Source: an optimization exercise on an open RTL-to-GDS flow (aim: small area). Production flows keep margins and buffers that such runs may drop.
RTL that was checked went through simulation tests only; none was proved equivalent to the original.
The clock port is modelled as an ideal driver, which makes a skipped or thinned clock tree look cheaper than it is; a real chip needs a root buffer or a tree.
No activity file was given, so power comes from the tool's default toggle rates.

== old ==
Design magicgen, start of the top module:
module magicgen (
    input  wire         clk,
    input  wire         rst,
    input  wire         cmd_valid,
    output wire         cmd_ready,
    input  wire [129:0] cmd_word,
    output wire         rsp_valid,
    input  wire         rsp_ready,
    output wire [40:0]  rsp_word
);
    localparam [3:0] PH_INIT = 4'd0;
    localparam [3:0] PH_P1   = 4'd1;    
    localparam [3:0] PH_X0   = 4'd2;    
    localparam [3:0] PH_CL2  = 4'd3;    
    localparam [3:0] PH_P2   = 4'd4;    
    localparam [3:0] PH_CL3  = 4'd5;    
    localparam [3:0] PH_P3   = 4'd6;    
    localparam [3:0] PH_FL   = 4'd7;    
    localparam [3:0] PH_MUL  = 4'd8;
    localparam [3:0] PH_HEN  = 4'd9;    
    localparam [3:0] PH_DONE = 4'd10;
    localparam [3:0] PH_CL1  = 4'd11;   
    localparam [3:0] PH_LD   = 4'd12;   
    reg        rv;          
    reg  [3:0] ph;          
    reg  [6:0] cnt;         
    reg [32:0] r1n;         
    wire [32:0] r1 = ~r1n;
  ...
Size in the first run: roughly 690 cells after synthesis, about 110 flip-flops.
Settings: LEC_CHECK=0, CAP_MARGIN=20, CORE_MARGIN=2, CORE_UTILIZATION=40, PLACE_DENSITY=0.6, SLEW_MARGIN=20; clock period 20.0 ns.
standard.sh (not shown) runs the stock make flow with config.mk's settings and CLKGATE_MAP_FILE= SYNTH_SCRIPT=/design/flow/synth_recipe.tcl, a recipe that flattens the netlist after the stock synthesis.
==> flow/flow/run.sh <==
#!/bin/bash
# The standard flow's synthesis with an area-oriented ABC mapping script; the standard
# floorplan and placement with the ports buffered with buf_1; a clock tree
# built by hand (flow/my_cts.tcl: one root buffer, eight leaf buffers, one
# per eighth of the flip-flops); then the standard routing and finish.
set -euo pipefail
export OWN_WORK=$PWD
export OWN_ABC_SCRIPT=$PWD/flow/abc_area.script
PORTS="BUFFER_PORTS_ARGS=-buffer_cell sky130_fd_sc_hd__buf_1"
R=$PWD/orfs/results/sky130hd/magicgen/base
bash standard.sh "SYNTH_SCRIPT=$PWD/flow/own_synth.tcl" synth > synth.log 2>&1
bash standard.sh "$PORTS" place > place.log 2>&1
PLAT_DIR=$FLOW_HOME/platforms/sky130hd IN_ODB=$R/3_place.odb IN_SDC=$R/3_place.sdc \
  OUT_ODB=$R/4_1_cts.odb OUT_SDC=$R/4_cts.sdc \
  LEAF_BUF=sky130_fd_sc_hd__clkbuf_8 ROOT_BUF=sky130_fd_sc_hd__clkbuf_4 LEVELS=3 \
  openroad -no_init -exit flow/my_cts.tcl > cts.log 2>&1
cp $R/4_1_cts.odb $R/4_cts.odb
bash standard.sh "$PORTS" finish > layout.log 2>&1
Other scripts of this flow, unchanged in this note and not shown: flow/flow/abc_area.script, flow/flow/my_cts.tcl, flow/flow/own_synth.tcl
Relative to old, the following input files were edited for new:
-- flow/design.v --
<<< old, line 32
    reg        qs;          
    reg  [2:0] md;          
    wire [1:0]  op = cmd_word[129:128];
    wire [31:0] bw = cmd_word[95:64];
>>> new, line 32
    reg        qs;          
    reg  [2:0] md;          
    reg        nr;          
    wire [1:0]  op = cmd_word[129:128];
    wire [31:0] bw = cmd_word[95:64];
<<< old, line 43
    wire isU   =  md[1] & ~md[0];
    wire isInv =  md[1] &  md[0];
    wire neg   =  md[2] & ~md[1] &  md[0];
    wire merr  =  md[2] & (md[1] | ~md[0]);
    wire done = ph[3] & ~ph[2] & ph[1] & ~ph[0];
    assign cmd_ready = ~rv & (~cmd_valid | done);
    assign rsp_valid = rv;
    wire oU = ~md[2] & isU;
    wire oM = isS | oU;
    assign rsp_word = {md[2] & md[1], md[2] & ~(md[1] ^ md[0]), r2[32] & oU,
                       {r3[6], r3[4:0]} & {6{oM}}, r2[31:0]};
    wire in_range = (a[63:32] == 32'h0) || (a[63:31] == {33{1'b1}});
>>> new, line 44
    wire isU   =  md[1] & ~md[0];
    wire isInv =  md[1] &  md[0];
    wire neg   = nr;
    wire done = ph[3] & ~ph[2] & ph[1] & ~ph[0];
    assign cmd_ready = ~rv & (~cmd_valid | done);
    assign rsp_valid = rv;
    wire oU = ~md[2] & isU;
    wire oM = ~md[2] & (isS | isU);
    assign rsp_word = {md[1:0] & {2{md[2]}}, r2[32] & oU,
                       {r3[6], r3[4:0]} & {6{oM}}, r2[31:0]};
    wire in_range = (a[63:32] == 32'h0) || (a[63:31] == {33{1'b1}});
<<< old, line 120
            case (ph)
            PH_INIT: begin
                md       <= (err != 2'd0) ? {1'b1, err[1], err[1] & err[0]}
                                          : {cS & D[31], op};
                r3[31:7] <= bw[31:7];
                r3[6:0]  <= cInv ? 7'd33 : bw[6:0];
>>> new, line 120
            case (ph)
            PH_INIT: begin
                md       <= (err != 2'd0) ? {1'b1, err} : {1'b0, op};
                nr       <= cS & D[31];
                r3[31:7] <= bw[31:7];
                r3[6:0]  <= cInv ? 7'd33 : bw[6:0];
<<< old, line 169
            PH_CL1: begin
                if (c_32) begin
                    ph  <= (merr | ~(md[2] | md[1] | md[0])) ? PH_LD :
                           (isInv ? PH_HEN : PH_P1);
                end
>>> new, line 169
            PH_CL1: begin
                if (c_32) begin
                    ph  <= (md[2] | ~(md[1] | md[0])) ? PH_LD :
                           (isInv ? PH_HEN : PH_P1);
                end
Findings:
Both conditions hold for new: the flow ran to the end and the final layout passed the timing, DRC and antenna checks. Final cell area: new above old. From old to new the numbers moved as follows: flip-flop and latch count increased by about 0.9% relative to the old numbers, worst path setup slack after routing rose by 0.17 ns, proportion of cell area occupied by multi-input gates held. When the final numbers for old and new were put side by side, the synthesized cell count turned out to be smaller in old.
Function not checked in old: the RTL went through the layout flow alone. No run of this note takes its clock network from TritonCTS; it comes from the design's own scripts or RTL.

Setup of trial 77:
magicgen, a different RTL version from the one above (not shown whole).
For scale: ~110 flip-flops, roughly 180 I/O pins, about 7200 sq um of cells after synthesis.
// magicgen
module magicgen (
    input  wire         clk,
    input  wire         rst,
    input  wire         cmd_valid,
    output wire         cmd_ready,
    input  wire [129:0] cmd_word,
    output wire         rsp_valid,
    input  wire         rsp_ready,
    output wire [40:0]  rsp_word
);
    localparam [3:0] PH_INIT = 4'd0;
    localparam [3:0] PH_P1   = 4'd1;    
    localparam [3:0] PH_X0   = 4'd2;    
    localparam [3:0] PH_CL2  = 4'd3;    
    localparam [3:0] PH_P2   = 4'd4;    
    localparam [3:0] PH_CL3  = 4'd5;    
    localparam [3:0] PH_P3   = 4'd6;    
    localparam [3:0] PH_FL   = 4'd7;    
    localparam [3:0] PH_MUL  = 4'd8;
    localparam [3:0] PH_HEN  = 4'd9;    
    localparam [3:0] PH_DONE = 4'd10;
    localparam [3:0] PH_CL1  = 4'd11;   
    localparam [3:0] PH_NC   = 4'd13;   
    localparam [3:0] PH_LD   = 4'd12;   
    reg        rv;          
    reg  [3:0] ph;          
    reg  [6:0] cnt;         
    reg [32:0] r1n;         
    wire [32:0] r1 = ~r1n;
    reg [32:0] r2n;         
    wire [32:0] r2 = ~r2n;
    reg [31:0] r3;          
    reg        qs;          
    reg  [2:0] md;          
    wire [1:0]  op = cmd_word[129:128];
    wire [31:0] bw = cmd_word[95:64];
    wire [63:0] a  = cmd_word[63:0];
    wire [31:0] D  = a[31:0];
    wire cMul = ~op[1] & ~op[0];
    wire cS   = ~op[1] &  op[0];
    wire cU   =  op[1] & ~op[0];
    wire cInv =  op[1] &  op[0];
  ...
export LEC_CHECK = 0
export CAP_MARGIN = 20
export CORE_MARGIN = 2
export CORE_UTILIZATION = 40
export PLACE_DENSITY = 0.6
export SLEW_MARGIN = 20
create_clock -name core_clock -period 20.0 [get_ports {clk}]
Scripts as last shown in full above: flow/flow/run.sh
Other scripts of this flow, unchanged in this note and not shown: flow/flow/abc_area.script, flow/flow/my_cts.tcl, flow/flow/own_synth.tcl
Trial 77 reached the final stage; the timing, DRC and antenna checks on its layout passed.
Here is what was changed in the inputs of build 54 compared with trial 77.
-- flow/design.v --
<<< trial 77, line 21
    localparam [3:0] PH_DONE = 4'd10;
    localparam [3:0] PH_CL1  = 4'd11;   
    localparam [3:0] PH_NC   = 4'd13;   
    localparam [3:0] PH_LD   = 4'd12;   
    reg        rv;          
>>> build 54, line 21
    localparam [3:0] PH_DONE = 4'd10;
    localparam [3:0] PH_CL1  = 4'd11;   
    localparam [3:0] PH_LD   = 4'd12;   
    reg        rv;          
<<< trial 77, line 64
    wire p_X0  = ~ph[3] & ~ph[2] &  ph[1] & ~ph[0];
    wire p_CL1 =  ph[3] & ~ph[2] &  ph[1] &  ph[0];
    wire p_LD  =  ph[3] &  ph[2] & ~ph[0];
    wire p_NC  =  ph[3] &  ph[2] &  ph[0];
    wire p_CL  = (~ph[3] &  ph[0] & (ph[2] ^ ph[1])) | p_CL1;
    wire p_P2  = ~ph[3] &  ph[2] & ~ph[1] & ~ph[0];
    wire p_P3  = ~ph[3] &  ph[2] &  ph[1] & ~ph[0];
    wire p_FL  = ~ph[3] &  ph[2] &  ph[1] &  ph[0];
    wire p_MUL =  ph[3] & ~ph[2] & ~ph[1] & ~ph[0];
    wire p_HEN =  ph[3] & ~ph[2] & ~ph[1] &  ph[0];
    wire c_0   = ~|cnt;
    wire c_1   = ~|cnt[6:1] & cnt[0];
>>> build 54, line 63
    wire p_X0  = ~ph[3] & ~ph[2] &  ph[1] & ~ph[0];
    wire p_CL1 =  ph[3] & ~ph[2] &  ph[1] &  ph[0];
    wire p_LD  =  ph[3] &  ph[2];
    wire p_CL  = (~ph[3] &  ph[0] & (ph[2] ^ ph[1])) | p_CL1;
    wire p_P2  = ~ph[3] &  ph[2] & ~ph[1] & ~ph[0];
    wire p_P3  = ~ph[3] &  ph[2] &  ph[1] & ~ph[0];
    wire p_FL  = ~ph[3] &  ph[2] &  ph[1] &  ph[0];
    wire p_MUL =  ph[3] & ~ph[1] & ~ph[0];
    wire p_HEN =  ph[3] & ~ph[1] &  ph[0];
    wire c_0   = ~|cnt;
    wire c_1   = ~|cnt[6:1] & cnt[0];
<<< trial 77, line 109
    always @(posedge clk) begin
        cnt <= ph_end ? cnt_set : cnt_inc;
        qs  <= p_NC ? qs : ((p_P1 | p_P2 | p_P3) & ge);
    end
    always @(posedge clk) begin
>>> build 54, line 107
    always @(posedge clk) begin
        cnt <= ph_end ? cnt_set : cnt_inc;
        qs  <= (p_P1 | p_P2 | p_P3) & ge;
    end
    always @(posedge clk) begin
<<< trial 77, line 134
                    ph <= PH_LD;
                end else if (c_32) begin
                    ph <= PH_NC;
                end
            end
            PH_NC: begin
                r3 <= isU ? ~r1[32:1] : {1'b0, ~r1[31:1]};
                ph <= PH_X0;
            end
            PH_X0: begin
>>> build 54, line 132
                    ph <= PH_LD;
                end else if (c_32) begin
                    r3 <= isU ? ~sel[31:0] : {1'b0, ~sel[30:0]};
                    ph <= PH_X0;
                end
            end
            PH_X0: begin
## What came out
Die: build 54 smaller than trial 77
In the tables for build 54 and trial 77, power reads lower with trial 77.
The period utilization in build 54 sits 0.40 points below the value recorded for trial 77.
In the metrics for build 54 and trial 77, the one carrying the lower number of flops mapped to enable cells by yosys is build 54.
Delta (build 54 minus trial 77): sequential share of layout area comparable, worst hold slack went up by 11 ps, highest clock frequency the design can meet increased 0.42%.
In build 54, part of the power in combinational logic is higher than in trial 77.
[build 54] wire length fell 0.39% relative to trial 77
Compared with trial 77, build 54 shows a net switching power of the design that is 71 uW higher.
Areal power density over the cells delta for build 54 relative to trial 77: about 13% higher
Final core utilization for build 54: 1.1 points up relative to trial 77
Summary of the comparison: initial standard-cell utilization of the core is higher in build 54, relative to trial 77.
Synthesized instance count on build 54 is down relative to trial 77.
No run of this note included a check of the RTL's function; only the layout flow was run. In every run of this note, the design's own scripts or RTL, not TritonCTS, make the clock network.

Another version of the RTL of magicgen (not shown whole).
For scale: ~680 cells after synthesis, about 110 flip-flops, roughly 180 I/O pins.
==> flow/config.mk <==
export PLATFORM = sky130hd
export DESIGN_NAME = magicgen
export DESIGN_NICKNAME = magicgen
export VERILOG_FILES = /design/flow/design.v
export SDC_FILE = /design/flow/constraint.sdc
export NUM_CORES = 4
export LEC_CHECK = 0
export CAP_MARGIN = 20
export CORE_MARGIN = 2
export CORE_UTILIZATION = 40
export PLACE_DENSITY = 0.6
export SLEW_MARGIN = 20
==> flow/constraint.sdc <==
create_clock -name core_clock -period 20.0 [get_ports {clk}]
set_input_delay 4.0000 -clock core_clock [delete_from_list [all_inputs] [get_ports {clk}]]
set_output_delay 4.0000 -clock core_clock [all_outputs]
set_load 0.01 [all_outputs]
Scripts as last shown in full above: flow/flow/run.sh
Other scripts of this flow, unchanged in this note and not shown: flow/flow/abc_area.script, flow/flow/my_cts.tcl, flow/flow/own_synth.tcl
The baseline produced a clean layout.
Change:
--- a/flow/design.v
+++ b/flow/design.v
@@ -17,13 +17,12 @@
     localparam [3:0] PH_P3   = 4'd6;    
     localparam [3:0] PH_FL   = 4'd7;    
     localparam [3:0] PH_MUL  = 4'd8;
     localparam [3:0] PH_HEN  = 4'd9;    
     localparam [3:0] PH_DONE = 4'd10;
     localparam [3:0] PH_CL1  = 4'd11;   
-    localparam [3:0] PH_NC   = 4'd13;   
     localparam [3:0] PH_LD   = 4'd12;   
     reg        rv;          
     reg  [3:0] ph;          
     reg  [6:0] cnt;         
     reg [32:0] r1n;         
     wire [32:0] r1 = ~r1n;
@@ -60,20 +59,19 @@
         else if (cInv && !D[0])            err = 2'd3;
     end
     wire p_INI = ~ph[3] & ~ph[2] & ~ph[1] & ~ph[0];
     wire p_P1  = ~ph[3] & ~ph[2] & ~ph[1] &  ph[0];
     wire p_X0  = ~ph[3] & ~ph[2] &  ph[1] & ~ph[0];
     wire p_CL1 =  ph[3] & ~ph[2] &  ph[1] &  ph[0];
-    wire p_LD  =  ph[3] &  ph[2] & ~ph[0];
-    wire p_NC  =  ph[3] &  ph[2] &  ph[0];
+    wire p_LD  =  ph[3] &  ph[2];
     wire p_CL  = (~ph[3] &  ph[0] & (ph[2] ^ ph[1])) | p_CL1;
     wire p_P2  = ~ph[3] &  ph[2] & ~ph[1] & ~ph[0];
     wire p_P3  = ~ph[3] &  ph[2] &  ph[1] & ~ph[0];
     wire p_FL  = ~ph[3] &  ph[2] &  ph[1] &  ph[0];
-    wire p_MUL =  ph[3] & ~ph[2] & ~ph[1] & ~ph[0];
-    wire p_HEN =  ph[3] & ~ph[2] & ~ph[1] &  ph[0];
+    wire p_MUL =  ph[3] & ~ph[1] & ~ph[0];
+    wire p_HEN =  ph[3] & ~ph[1] &  ph[0];
     wire c_0   = ~|cnt;
     wire c_1   = ~|cnt[6:1] & cnt[0];
     wire c_31  = ~cnt[6] & ~cnt[5] & (&cnt[4:0]);
     wire c_32  = ~cnt[6] &  cnt[5] & ~|cnt[4:0];
     wire [6:0] cnt_inc;
     wire       cnt_co;
@@ -103,13 +101,13 @@
     wire p2_stop = p_P2 & ~c_0 & (x_pos | (isU & cnt[6]));
     wire [6:0] pfin = {cnt[6], cnt[5] | ~cnt[6], cnt[4:0] & {5{cnt[6] | cnt[5]}}};
     wire ph_end = (p_CL & c_32) | (p_HEN & c_31) | p_X0 | p2_stop | p_LD | p_INI;
     wire [6:0] cnt_set = {6'd0, (p_CL & ph[2]) | p_HEN};
     always @(posedge clk) begin
         cnt <= ph_end ? cnt_set : cnt_inc;
-        qs  <= p_NC ? qs : ((p_P1 | p_P2 | p_P3) & ge);
+        qs  <= (p_P1 | p_P2 | p_P3) & ge;
     end
     always @(posedge clk) begin
         r1n <= ~r1_nxt;
         if (rst) begin
             rv <= 1'b0;
             ph <= PH_INIT;
@@ -129,18 +127,15 @@
             PH_P1: begin
                 r2n <= ~s2;
                 if (ge & ((c_0 & isU) | (c_1 & isS))) begin
                     md <= 3'b110;
                     ph <= PH_LD;
                 end else if (c_32) begin
-                    ph <= PH_NC;
-                end
-            end
-            PH_NC: begin
-                r3 <= isU ? ~r1[32:1] : {1'b0, ~r1[31:1]};
-                ph <= PH_X0;
+                    r3 <= isU ? ~sel[31:0] : {1'b0, ~sel[30:0]};
+                    ph <= PH_X0;
+                end
             end
             PH_X0: begin
                 r2n <= ~s2;
                 ph  <= PH_CL2;
             end
             PH_CL2, PH_CL3: begin
Outcome:
- The new run completed with no timing, DRC or antenna violations
- fmax went up slightly
- combinational power went up by about a fifth
- routed wire length went up by a few percent
- worst setup slack improved by 0.096 ns
- via count is about the same
- synthesized area stays flat
- cell area went down slightly
- die area stays flat
- utilization went down by 0.23 points
Function not checked in the first run of this note: the RTL went through the layout flow alone. No run of this note takes its clock network from TritonCTS; it comes from the design's own scripts or RTL.

## re-timing with driven ports
No port has a modelled driver above. Below, the same layouts with a new extraction and two added sets of constraints.
Step 1: set_driving_cell puts a clkbuf_16 on clk and a buf_2 on each other input, an assumption about the parent block.
Step 2 times the ports against the registers' clock, not the clock port: input delays grow and output delays shrink by t, the midpoint of the rising clock arrivals with the driver on.
Three values: ideal, step 1, step 2; two values: the first two.
run	t (ns)	setup WS [ns]	hold WS [ns]	worst register clock-pin slew, ns	cell pins on the clock port's net
old	0.516	1.196 / 1.203 / 0.686	0.565 / 0.565 / 0.565	0.11 / 0.11	1
new	0.533	1.369 / 1.365 / 0.832	0.545 / 0.545 / 0.545	0.11 / 0.11	1
trial 77	0.507	0.606 / 0.619 / 0.112	0.558 / 0.558 / 0.558	0.10 / 0.10	1
build 54	0.522	0.687 / 0.698 / 0.176	0.569 / 0.569 / 0.569	0.11 / 0.11	1
the first run of note 3	0.495	0.953 / 0.960 / 0.465	0.545 / 0.545 / 0.545	0.10 / 0.10	1
the second run of note 3	0.510	1.049 / 1.053 / 0.543	0.524 / 0.524 / 0.524	0.10 / 0.10	1
After both steps every run listed still meets setup and hold. For new, which loses most, drivers alone change the setup slack by -0.004 ns; drivers and shift together by -0.537 ns.
